Source: an optimization exercise on an open RTL-to-GDS flow (aim: small area, a short achievable clock period and few clock cycles per item). Production flows keep margins and buffers that such runs may drop.
RTL that was checked went through simulation tests only; none was proved equivalent to the original.
No activity file was given, so power comes from the tool's default toggle rates.

==> inputs of run C <==
==> flow/design.v <==
module gamefu_core (
    input  wire        clk,
    input  wire        rst,
    input  wire        cfg_trap,
    input  wire [31:0] cfg_imem_base,
    input  wire [31:0] cfg_imem_size,
    input  wire        step_req,
    output wire        step_ready,
    output wire [31:0] imem_addr,
    input  wire [31:0] imem_rdata,
    output reg         res_valid,
    output reg  [2:0]  res_kind,
    output wire        res_in_delay_slot,
    output wire [31:0] res_pc,
    input  wire [5:0]  dbg_idx,
    output wire [31:0] dbg_data,
    output wire [31:0] dbg_code,
    output wire [63:0] dbg_cycle
);
    reg [31:0]  gpr [1:31];
    reg [31:1]  gv;           
    reg [31:2]  pc_q;         
    reg [31:0]  code;
    reg [63:0]  cycle;
    reg         ids;          
    reg         pend_v;       
    reg [31:2]  pend_t;       
    reg         e_v;          
    reg         e_f;          
    reg         tp;           
    reg         tov;          
    wire e_exec = e_v & ~e_f;
    wire [5:0]  opcode = code[31:26];
    wire [4:0]  rs     = code[25:21];
    wire [4:0]  rt     = code[20:16];
    wire [4:0]  rd     = code[15:11];
    wire [4:0]  shamt  = code[10:6];
    wire [5:0]  funct  = code[5:0];
    wire [15:0] imm    = code[15:0];
    wire is_special = (opcode == 6'h00);
    wire i_sll   = is_special && (funct == 6'h00);
    wire i_add   = is_special && (funct == 6'h20);
    wire i_addu  = is_special && (funct == 6'h21);
    wire i_or    = is_special && (funct == 6'h25);
    wire i_jal   = (opcode == 6'h03);
    wire i_beq   = (opcode == 6'h04);
    wire i_bne   = (opcode == 6'h05);
    wire i_addi  = (opcode == 6'h08) || (opcode == 6'h09);
    wire i_ori   = (opcode == 6'h0D);
    wire i_unimpl = !(i_sll || i_add || i_addu || i_or || i_jal || i_beq ||
                      i_bne || i_addi || i_ori);
    wire i_br    = i_beq || i_bne;
    wire [5:0] ra_idx = e_v ? {1'b0, rs} : dbg_idx;
    wire [31:1] ra_sel, rb_sel;
    genvar gk, gb;
    generate
        for (gk = 1; gk < 32; gk = gk + 1) begin : g_sel
            assign ra_sel[gk] = gv[gk] && (ra_idx == gk);
            assign rb_sel[gk] = gv[gk] && (rt == gk);
        end
    endgenerate
    wire ra_pc = (ra_idx == 6'd32);
    wire [31:0] ra_val, rb_val;
    wire [31:0] pc_w = {pc_q, 2'b00};
    generate
        for (gb = 0; gb < 32; gb = gb + 1) begin : g_rd
            wire [31:1] col;
            for (gk = 1; gk < 32; gk = gk + 1) begin : g_col
                assign col[gk] = gpr[gk][gb];
            end
            gamefu_rdbit_a u_a (.sel(ra_sel), .d(col), .sel_pc(ra_pc), .d_pc(pc_w[gb]),
                                .q(ra_val[gb]));
            gamefu_rdbit_b u_b (.sel(rb_sel), .d(col), .q(rb_val[gb]));
        end
    endgenerate
    wire [31:2] pc4 = pc_q + 30'd1;           
    wire [31:0] sext_imm = {{16{imm[15]}}, imm};
    wire [31:0] op_a = (i_jal || i_br) ? {pc4, 2'b00} : ra_val;
    wire [31:0] op_b = i_jal  ? 32'd4 :
                       i_br   ? {sext_imm[29:0], 2'b00} :
                       i_addi ? sext_imm : rb_val;
    wire [31:0] sum  = op_a + op_b;
    wire add_ovf = (ra_val[31] ~^ rb_val[31]) & (ra_val[31] ^ sum[31]);
    wire probe   = e_exec && i_add && cfg_trap && !tp;    
    wire e_do    = e_exec && !probe;                      
    wire trap    = i_add && cfg_trap && tov;
    wire [31:0] or_val = ra_val | (i_ori ? {16'd0, imm} : rb_val);
    wire        regs_equal = (ra_val == rb_val);
    wire        q_pc = i_jal || (i_beq && regs_equal) || (i_bne && !regs_equal);
    wire [31:2] q_t  = i_jal ? {pc4[31:28], code[25:0]} : sum[31:2];
    wire        wr_en   = i_sll || i_addu || i_or || i_addi || i_ori || i_jal ||
                          (i_add && !trap);
    wire [4:0]  wr_idx  = (i_jal) ? 5'd31 : is_special ? rd : rt;
    wire [31:0] wr_data = i_sll ? (rb_val << shamt) :
                          (i_or || i_ori) ? or_val : sum;
    wire [31:2] pc_after = pend_v ? pend_t : trap ? pc_q : pc4;
    wire        ready = ~(e_exec & i_add & cfg_trap);
    wire [31:2] fa    = e_exec ? (pend_v ? pend_t : pc4) : pc_q;
    wire [32:0] fa_off   = {1'b0, fa, 2'b00} - {1'b0, cfg_imem_base};
    wire [32:0] off_end  = {1'b0, fa_off[31:0]} + 33'd4;
    wire        fetch_oob = fa_off[32] || (off_end > {1'b0, cfg_imem_size});
    wire        accept = step_req & ready;
    assign step_ready        = ready;
    assign imem_addr         = {fa, 2'b00};
    assign res_pc            = {pc_q, 2'b00};
    assign res_in_delay_slot = ids;
    assign dbg_code          = code;
    assign dbg_cycle         = cycle;
    assign dbg_data          = ra_val;
    integer j;
    always @(posedge clk) begin
        if (e_do && wr_en)
            for (j = 1; j < 32; j = j + 1)
                if (wr_idx == j) gpr[j] <= wr_data;
        tov <= add_ovf;
        if (accept && !fetch_oob)
            code <= imem_rdata;
        if (e_do)
            pend_t <= q_t;
        if (rst) begin
            gv        <= 31'd0;
            pc_q      <= 30'd0;
            code      <= 32'd0;
            cycle     <= 64'd0;
            ids       <= 1'b0;
            pend_v    <= 1'b0;
            e_v       <= 1'b0;
            e_f       <= 1'b0;
            res_valid <= 1'b0;
            res_kind  <= 3'd0;
            tp        <= 1'b0;
        end else begin
            if (e_do && wr_en)
                for (j = 1; j < 32; j = j + 1)
                    if (wr_idx == j) gv[j] <= 1'b1;
            tp <= probe;
            if (e_do) begin
                ids    <= pend_v;
                pend_v <= q_pc;
                pc_q   <= pc_after;
                cycle  <= cycle + 64'd1;
            end
            e_v <= accept || probe;
            if (accept) e_f <= fetch_oob;
            res_valid <= e_v && !probe;
            if (e_v && !probe) res_kind <= e_f ? 3'd4 : {1'b0, trap, i_unimpl};
        end
    end
endmodule
module gamefu_rdbit_a (
    input  wire [31:1] sel,
    input  wire [31:1] d,
    input  wire        sel_pc,
    input  wire        d_pc,
    output wire        q
);
    assign q = (|(sel & d)) | (sel_pc & d_pc);
endmodule
module gamefu_rdbit_b (
    input  wire [31:1] sel,
    input  wire [31:1] d,
    output wire        q
);
    assign q = |(sel & d);
endmodule
==> flow/run.sh <==
#!/bin/bash
# synth_recipe.tcl (not shown) runs the flow's synth.tcl, then flattens the netlist and writes it again
# the make line also repeats each setting of config.mk as NAME=value (left out here)
make -C /OpenROAD-flow-scripts/flow DESIGN_CONFIG=/design/flow/config.mk WORK_HOME=/design/flow/orfs CLKGATE_MAP_FILE= SYNTH_SCRIPT=/design/flow/synth_recipe.tcl finish
==> flow/config.mk <==
export PLATFORM = sky130hd
export DESIGN_NAME = gamefu_core
export DESIGN_NICKNAME = gamefu_core
export VERILOG_FILES = /design/flow/design.v
export SDC_FILE = /design/flow/constraint.sdc
export NUM_CORES = 4
export LEC_CHECK = 0
export CAP_MARGIN = 20
export CORE_MARGIN = 2
export CORE_UTILIZATION = 30
export PLACE_DENSITY = 0.45
export SETUP_SLACK_MARGIN = 4
export SLEW_MARGIN = 20
export SYNTH_HIERARCHICAL = 1
export SYNTH_MINIMUM_KEEP_SIZE = 0
==> flow/constraint.sdc <==
create_clock -name core_clock -period 12.0 [get_ports {clk}]
set_input_delay 2.4000 -clock core_clock [delete_from_list [all_inputs] [get_ports {clk}]]
set_output_delay 2.4000 -clock core_clock [all_outputs]
set_load 0.01 [all_outputs]
==> run Y (differences from run C) <==
--- a/flow/design.v
+++ b/flow/design.v
@@ -80,3 +80,3 @@
                        i_br   ? {sext_imm[29:0], 2'b00} :
-                       i_addi ? sext_imm : rb_val;
+                       (i_addi || i_ori) ? {{16{imm[15] && !i_ori}}, imm} : rb_val;
     wire [31:0] sum  = op_a + op_b;
@@ -86,3 +86,3 @@
     wire trap    = i_add && cfg_trap && tov;
-    wire [31:0] or_val = ra_val | (i_ori ? {16'd0, imm} : rb_val);
+    wire [31:0] or_val = ra_val | op_b;
     wire        regs_equal = (ra_val == rb_val);
@@ -98,5 +98,11 @@
     wire [31:2] fa    = e_exec ? (pend_v ? pend_t : pc4) : pc_q;
-    wire [32:0] fa_off   = {1'b0, fa, 2'b00} - {1'b0, cfg_imem_base};
-    wire [32:0] off_end  = {1'b0, fa_off[31:0]} + 33'd4;
-    wire        fetch_oob = fa_off[32] || (off_end > {1'b0, cfg_imem_size});
+    wire [33:0] fa_off  = {2'b0, fa, 2'b00} - {2'b0, cfg_imem_base};
+    wire [34:0] ob_a    = ~{3'b0, fa, 2'b00};
+    wire [34:0] ob_b    = {3'b0, cfg_imem_base};
+    wire [34:0] ob_s    = {3'b0, cfg_imem_size};
+    wire [34:0] ob_x    = ob_a ^ ob_b ^ ob_s;
+    wire [34:0] ob_y    = {((ob_a[33:0] & ob_b[33:0]) | (ob_a[33:0] & ob_s[33:0]) |
+                            (ob_b[33:0] & ob_s[33:0])), 1'b0};
+    wire [34:0] ob_t    = ob_x + ob_y + 35'h7FFFFFFFD;
+    wire        fetch_oob = fa_off[33] || ob_t[34];
     wire        accept = step_req & ready;
==> flow/flow/run.sh (new file) <==
#!/bin/bash
# Own flow: the standard layout with two changes. The port buffers are
# sky130_fd_sc_hd__buf_2 cells (the standard flow picks a delay cell), and
# timing repair does not clone gates (a clone added late, after the last
# design repair, can leave a driver over its slew limit once routed).
# Synthesis is the standard one, run unchanged. Each make writes its full
# output to a log here; ORFS's own per-step logs stay under orfs/logs/.
set -euo pipefail
bash standard.sh synth > synth_make.log 2>&1
bash standard.sh "BUFFER_PORTS_ARGS=-buffer_cell sky130_fd_sc_hd__buf_2" \
    SKIP_GATE_CLONING=1 finish > layout_make.log 2>&1
test -f out/final.def
==> flow/standard.sh (new file) <==
#!/bin/bash
# synth_recipe.tcl (not shown) runs the flow's synth.tcl, then flattens the netlist and writes it again
# the make line also repeats each setting of config.mk as NAME=value (left out here)
make -C /OpenROAD-flow-scripts/flow DESIGN_CONFIG=/design/flow/config.mk WORK_HOME=/design/flow/orfs CLKGATE_MAP_FILE= SYNTH_SCRIPT=/design/flow/synth_recipe.tcl "${@:-finish}"
- CORE_UTILIZATION: 30 -> 35
- CTS_BUF_LIST: not set -> sky130_fd_sc_hd__clkbuf_8
- PLACE_DENSITY: 0.45 -> 0.5
- SETUP_SLACK_MARGIN: 4 -> 5
removed: flow/run.sh
==> run G (differences from run C) <==
--- a/flow/design.v
+++ b/flow/design.v
@@ -80,3 +80,3 @@
                        i_br   ? {sext_imm[29:0], 2'b00} :
-                       i_addi ? sext_imm : rb_val;
+                       (i_addi || i_ori) ? {{16{imm[15] && !i_ori}}, imm} : rb_val;
     wire [31:0] sum  = op_a + op_b;
@@ -86,3 +86,3 @@
     wire trap    = i_add && cfg_trap && tov;
-    wire [31:0] or_val = ra_val | (i_ori ? {16'd0, imm} : rb_val);
+    wire [31:0] or_val = ra_val | op_b;
     wire        regs_equal = (ra_val == rb_val);
@@ -98,5 +98,11 @@
     wire [31:2] fa    = e_exec ? (pend_v ? pend_t : pc4) : pc_q;
-    wire [32:0] fa_off   = {1'b0, fa, 2'b00} - {1'b0, cfg_imem_base};
-    wire [32:0] off_end  = {1'b0, fa_off[31:0]} + 33'd4;
-    wire        fetch_oob = fa_off[32] || (off_end > {1'b0, cfg_imem_size});
+    wire [30:0] w_off = {1'b0, fa} - {1'b0, cfg_imem_base[31:2]};
+    wire [31:0] w_a   = ~{2'b0, fa};
+    wire [31:0] w_b   = {2'b0, cfg_imem_base[31:2]};
+    wire [31:0] w_s   = {2'b0, cfg_imem_size[31:2]};
+    wire [31:0] w_x   = w_a ^ w_b ^ w_s;
+    wire [31:0] w_y   = {((w_a[30:0] & w_b[30:0]) | (w_a[30:0] & w_s[30:0]) |
+                          (w_b[30:0] & w_s[30:0])), 1'b0};
+    wire [31:0] w_t   = w_x + w_y;
+    wire        fetch_oob = w_off[30] || w_t[31];
     wire        accept = step_req & ready;
==> flow/flow/run.sh (new file) <==
#!/bin/bash
# Own flow: the standard layout with two changes. The port buffers are
# sky130_fd_sc_hd__buf_2 cells (the standard flow picks a delay cell), and
# timing repair does not clone gates (a clone added late, after the last
# design repair, can leave a driver over its slew limit once routed).
# Synthesis is the standard one, run unchanged. Each make writes its full
# output to a log here; ORFS's own per-step logs stay under orfs/logs/.
set -euo pipefail
bash standard.sh synth > synth_make.log 2>&1
bash standard.sh "BUFFER_PORTS_ARGS=-buffer_cell sky130_fd_sc_hd__buf_2" \
    SKIP_GATE_CLONING=1 finish > layout_make.log 2>&1
test -f out/final.def
==> flow/standard.sh (new file) <==
#!/bin/bash
# synth_recipe.tcl (not shown) runs the flow's synth.tcl, then flattens the netlist and writes it again
# the make line also repeats each setting of config.mk as NAME=value (left out here)
make -C /OpenROAD-flow-scripts/flow DESIGN_CONFIG=/design/flow/config.mk WORK_HOME=/design/flow/orfs CLKGATE_MAP_FILE= SYNTH_SCRIPT=/design/flow/synth_recipe.tcl "${@:-finish}"
- CORE_UTILIZATION: 30 -> 35
- CTS_BUF_LIST: not set -> sky130_fd_sc_hd__clkbuf_8
- CTS_CLUSTER_DIAMETER: not set -> 60
- CTS_CLUSTER_SIZE: not set -> 16
- PLACE_DENSITY: 0.45 -> 0.5
- SETUP_SLACK_MARGIN: 4 -> 5
removed: flow/run.sh
==> comparison table <==
metric                                                                                                 run C           run G           run Y
Synth top area share                                                                                  52.77%          53.33%          52.98%
Basic-gate share of the synthesized area counting and, or, nand and nor cells                         11.55%          11.75%          10.86%
Worst Setup Path Type                                                                              in -> out      reg -> reg       in -> out
Core Area                                                                                       192600 sq um    163000 sq um    164600 sq um
Post-synthesis compound-gate area fraction                                                            21.27%          19.60%          19.44%
Input/output buffers                                                                                     299             295             299
Y dimension of the die                                                                              444.3 um        409.5 um        410.8 um
Run status                                                                                   failed layout checks  finished clean  finished clean
Layout check failures                                                          capacitance limit, slew limit               -               -
Total internal power                                                                                6.980 mW        5.582 mW        6.598 mW
Multi-input combinational area share                                                                  33.80%          34.89%          33.87%
Sequential power share                                                                                 49.4%           60.7%           51.7%
Power consumption                                                                                   8.971 mW        7.294 mW        8.681 mW
Start point of the worst hold path                                                               res_kind[2]     res_kind[0]             ids
Worst EP required                                                                                    9.60 ns        12.66 ns         9.60 ns
Comb power                                                                                            229 uW          157 uW          355 uW
Routability Congestion                                                                                0.9840           1.033           1.027
GR met2 Demand/Resource                                                                               47.03%          50.72%          51.13%
Data buffer area share                                                                                7.674%          8.018%          7.805%
Testbench counts of run Y, summed over its fixed seeds: cycles 32,016, steps 32,000.
Testbench counts of run G, summed over its fixed seeds: cycles 32,016, steps 32,000.
No functional check of the RTL was part of run C.

port drivers added, routing unchanged:
Ports are ideal in the flow. The routed layouts listed here were re-timed in OpenROAD. Step 1: set_driving_cell puts a clkbuf_16 on clk and a buf_2 on each other input, an assumption about the parent block. Step 2, shift: input delay + t, output delay - t, t = (earliest + latest rising clock arrival at the registers) / 2. This alone moves slack from input paths to output paths. Slacks: ideal / step 1 / step 2; pairs: ideal / step 1.
| run | t (ns) | slack for setup (ns) | worst setup path after step 2 |
|---|---|---|---|
| run C | 0.897 | 4.014 / 3.879 / 3.131 | input to register |
| run Y | 1.063 | 4.699 / 4.637 / 3.973 | input to register |
| run G | 0.992 | 4.686 / 4.686 / 3.773 | input to register |
For run G, which loses most, drivers alone change the setup slack by 0.000 ns; drivers and shift together by -0.913 ns.
